What follows belongs to an exercise in optimizing a design on an open flow for small area; a production flow would make more cautious choices. RTL that was checked went through simulation tests only; none was proved equivalent to the original. Power figures rest on the tool's default switching activity, not on a simulated workload.

Design ck16v, start of the top module:
module ck16v (
    input  wire              clk,
    input  wire              rst,
    input  wire              tick,
    input  wire [31:0]       enc_pos,
    input  wire              dec_req,
    input  wire              frame_present,
    input  wire [95:0]       fb,
    output wire              dec_ack,
    output wire              result_valid,
    output wire [7:0]        result_code,
    input  wire              cal_req,
    output wire              cal_ack,
    output wire              speed_set_stb,
    output wire [7:0]        speed_set_id,
    output wire [7:0]        speed_set_pct,
    output wire [7:0]        speed_set_dir,
    output wire              angle_set_stb,
    output wire [15:0]       angle_set_angle,
    output wire [7:0]        angle_set_dir,
    output wire              horn_stb,
    output wire [16:0]       horn_ms,
    output wire              light_stb,
    output wire [1:0]        light_ch,
    output wire              light_on,
    input  wire [31:0]       enc_payload,
    input  wire [7:0]        enc_id,
    output wire [95:0]       enc_frame,
    output wire [15:0]       enc_ck,
    output wire              busy,
    output wire              calibrated,
    output wire [1:0]        ctl_state,
    output wire [2:0]        ctl_status,
    output wire [6:0]        act_duty,
    output wire              act_dir
);
Size in the first run: roughly 1200 cells after synthesis, roughly 380 I/O pins, about 15000 sq um of cells after synthesis.
export LEC_CHECK = 0
export CAP_MARGIN = 20
export CORE_MARGIN = 2
export CORE_UTILIZATION = 40
export CTS_BUF_LIST = sky130_fd_sc_hd__clkbuf_8
export SLEW_MARGIN = 20
export SYNTH_HIERARCHICAL = 1
export SYNTH_MINIMUM_KEEP_SIZE = 0
create_clock -name core_clock -period 70.0 [get_ports {clk}]
standard.sh (not shown) runs the stock make flow with config.mk's settings and CLKGATE_MAP_FILE= SYNTH_SCRIPT=/design/flow/synth_recipe.tcl, a recipe that flattens the netlist after the stock synthesis.
==> flow/flow/run.sh <==
#!/bin/bash
set -euo pipefail
bash standard.sh "BUFFER_PORTS_ARGS=-buffer_cell sky130_fd_sc_hd__buf_1" finish > standard_flow.log 2>&1
==> next run, changes <==
--- a/flow/design.v
+++ b/flow/design.v
@@ -122,25 +122,24 @@
                                 .s(es2), .co(eco2));
     ck16v_add #(10, 8, 0) u_e3 (.a(es2), .b(enc_id), .ci(1'b0), .s(es3), .co(eco3));
     wire [15:0] enc_sum = {5'd0, eco3, es3};
     assign enc_ck    = enc_sum;
     assign enc_frame = {16'h0D0A, enc_sum, 8'd1, enc_payload, enc_id, 16'hAA55};
     reg [1:0]  state;       
     reg [2:0]  status;
     reg        duty;        
     reg        dir;
     reg [6:0]  cnt;
     reg [32:0] x2n;         
     reg [31:0] x3n;         
-    reg        kc;          
     reg [4:0]  ga;          
     reg        gdir;        
     wire idle = ~state[0];
     assign busy       = state[0];
     assign calibrated = state[1];
     assign ctl_state  = state;
     assign ctl_status = status;
     assign act_duty   = {1'b0, duty, duty, 2'b00, duty, 1'b0};
     assign act_dir    = dir;
     wire [7:0]  f_id    = fb[23:16];
     wire [7:0]  p0      = fb[31:24];
     wire [7:0]  p1      = fb[39:32];
@@ -200,24 +199,25 @@
     assign horn_stb        = dec_ok && (f_id == 8'd3);
     wire [6:0]  hq = p1[6:0];
     wire [11:0] horn_hi;
     wire        horn_co;
     ck16v_add #(12, 12, 1) u_h (.a({hq, hq[6:2]}), .b({{5{f_id[0]}}, ~hq}), .ci(f_id[0]),
                                 .s(horn_hi), .co(horn_co));
     assign horn_ms         = {horn_hi, hq[1:0], 3'b000};
     assign light_stb       = dec_ok && (f_id == 8'd4);
     assign light_ch        = p1[2:1];
     assign light_on        = ~p1[0];
     wire [31:0] e  = enc_pos;
     wire [32:0] es = {e[31], e};
+    wire kc = ~x2n[0] & ~x3n[31];
     wire [32:0] d0;
     wire        d0_co;
     ck16v_add #(33, 33, 1) u_d0s (.a(es), .b({x3n[31], x3n}), .ci(~(state[1] & kc)), .s(d0), .co(d0_co));
     wire near2 = (&d0[32:1]) | ~(|d0[32:1]) | (d0 == 33'd2);
     wire cnt_full = &cnt;
     wire match  = cnt[6] & near2;
     wire limit  = match & cnt_full;
     wire [32:0] rng;
     wire        rng_co;
     ck16v_add #(33, 33, 1) u_rng (.a(es), .b(x2n), .ci(dir), .s(rng), .co(rng_co));
     wire        glim = state[0] & limit;
     wire [32:0] rngn = ~rng & {33{glim}};
@@ -335,25 +335,24 @@
                         duty <= 1'b1;
                         cnt  <= 7'd0;
                     end else begin
                         cnt <= cnt_inc;
                     end
                 end else if (limit) begin
                     duty <= 1'b0;
                     x2n  <= rngn;
                     x3n  <= ~uh;
                     if (!dir) begin
                         cnt <= 7'd28;
                     end else begin
-                        kc     <= ~rngn[0] & uh[31];
                         state  <= 2'd2;
                         status <= 3'd1;
                     end
                 end else begin
                     x3n <= ~uh;
                     cnt <= match ? cnt_inc : 7'd118;
                 end
             end else begin
                 if (!duty && !cnt[6]) begin
                     if (fault || in_tol) begin
                         state  <= 2'd2;
                         status <= fault ? 3'd4 : 3'd2;
Synthesized area increases by 0.33%.
Worst hold slack got worse by 0.025 ns.
Fmax increases by 0.36%.
Worst setup slack improved by 0.15 ns.
Final area increases by 0.81%.
Core utilization decreases by 0.38 points.
Synthesized cell count stays the same.

* * *

ck16v, a different RTL version from the one above (not shown whole).
For scale: roughly 1200 cells after synthesis.
==> module ck16v_ao, before the edit <==
module ck16v_ao (
    input  wire one,
    input  wire two,
    input  wire r,
    input  wire rl,
    output wire y
);
    assign y = (one & r) | (two & rl);
endmodule
==> module ck16v_xor, before the edit <==
module ck16v_xor (
    input  wire a,
    input  wire b,
    output wire y
);
    assign y = a ^ b;
endmodule
==> module ck16v_bsel, before the edit <==
module ck16v_bsel (
    input  wire one,
    input  wire two,
    input  wire neg,
    input  wire r,
    input  wire rl,
    output wire p
);
    wire y;
    ck16v_ao  u_a (.one(one), .two(two), .r(r), .rl(rl), .y(y));
    ck16v_xor u_x (.a(y), .b(neg), .y(p));
endmodule
clock: 70.0 ns
lec_check: 0
cap_margin: 20
core_margin: 2
core_utilization: 40
cts_buf_list: sky130_fd_sc_hd__clkbuf_8
slew_margin: 20
synth_hierarchical: 1
synth_minimum_keep_size: 0
Scripts as last shown in full above: flow/flow/run.sh
Edit:
--- a/flow/design.v
+++ b/flow/design.v
@@ -18,20 +18,4 @@
     assign co = a & b;
 endmodule
-module ck16v_ao (
-    input  wire one,
-    input  wire two,
-    input  wire r,
-    input  wire rl,
-    output wire y
-);
-    assign y = (one & r) | (two & rl);
-endmodule
-module ck16v_xor (
-    input  wire a,
-    input  wire b,
-    output wire y
-);
-    assign y = a ^ b;
-endmodule
 module ck16v_bsel (
     input  wire one,
@@ -42,7 +26,5 @@
     output wire p
 );
-    wire y;
-    ck16v_ao  u_a (.one(one), .two(two), .r(r), .rl(rl), .y(y));
-    ck16v_xor u_x (.a(y), .b(neg), .y(p));
+    assign p = ((one & r) | (two & rl)) ^ neg;
 endmodule
 module ck16v_add #(
Global-route usage increases by 0.48 points.
Routed wire length increases by 3.8%.
Utilization hardly moves.
Cell area climbs by 2.6%.
Clock skew hardly moves.
Hold slack is worse by 0.0068 ns.
Setup slack improved by 0.17 ns.
Count of clock-buffer cells in the layout does not change.
Power climbs by 2.6%.
Final cell count rises by 0.41%.
Via count goes up by 0.49%.
Area after synthesis rose by 2.3%.
Function not checked in the second run of this note: the RTL went through the layout flow alone.

port drivers added, routing unchanged:
How much do the figures lean on ideal ports? The routed layouts below were timed once more, with nothing changed but the port constraints.
Step 1, drivers: a clkbuf_16 drives clk and a buf_2 each remaining input, both assumed.
Step 2 moves the port delays by t, midway between the first and last clock arrival at a register: inputs arrive t later, outputs are due t later. That takes back most of the time a late clock gives input paths.
Slacks: ideal / step 1 / step 2; pairs: ideal / step 1.
run | shift t [ns] | setup slack, ns | worst register clock-pin slew, ns | worst slew at a driven data input, ns | pins driven straight from the clock port
the first run of note 1 | 0.424 | 28.304 / 28.304 / 27.880 | 0.11 / 0.11 | 0.07 | 1
the second run of note 1 | 0.428 | 28.454 / 28.473 / 28.044 | 0.10 / 0.10 | 0.16 | 1
the first run of note 2 | 0.427 | 34.053 / 34.031 / 34.031 | 0.10 / 0.10 | 0.06 | 1
the second run of note 2 | 0.425 | 34.223 / 34.202 / 34.202 | 0.09 / 0.09 | 0.07 | 1
After both steps setup and hold are still met in every run listed. The setup slack of the first run of note 1, which loses most, moves by 0.000 ns with the drivers and by -0.424 ns with both steps.
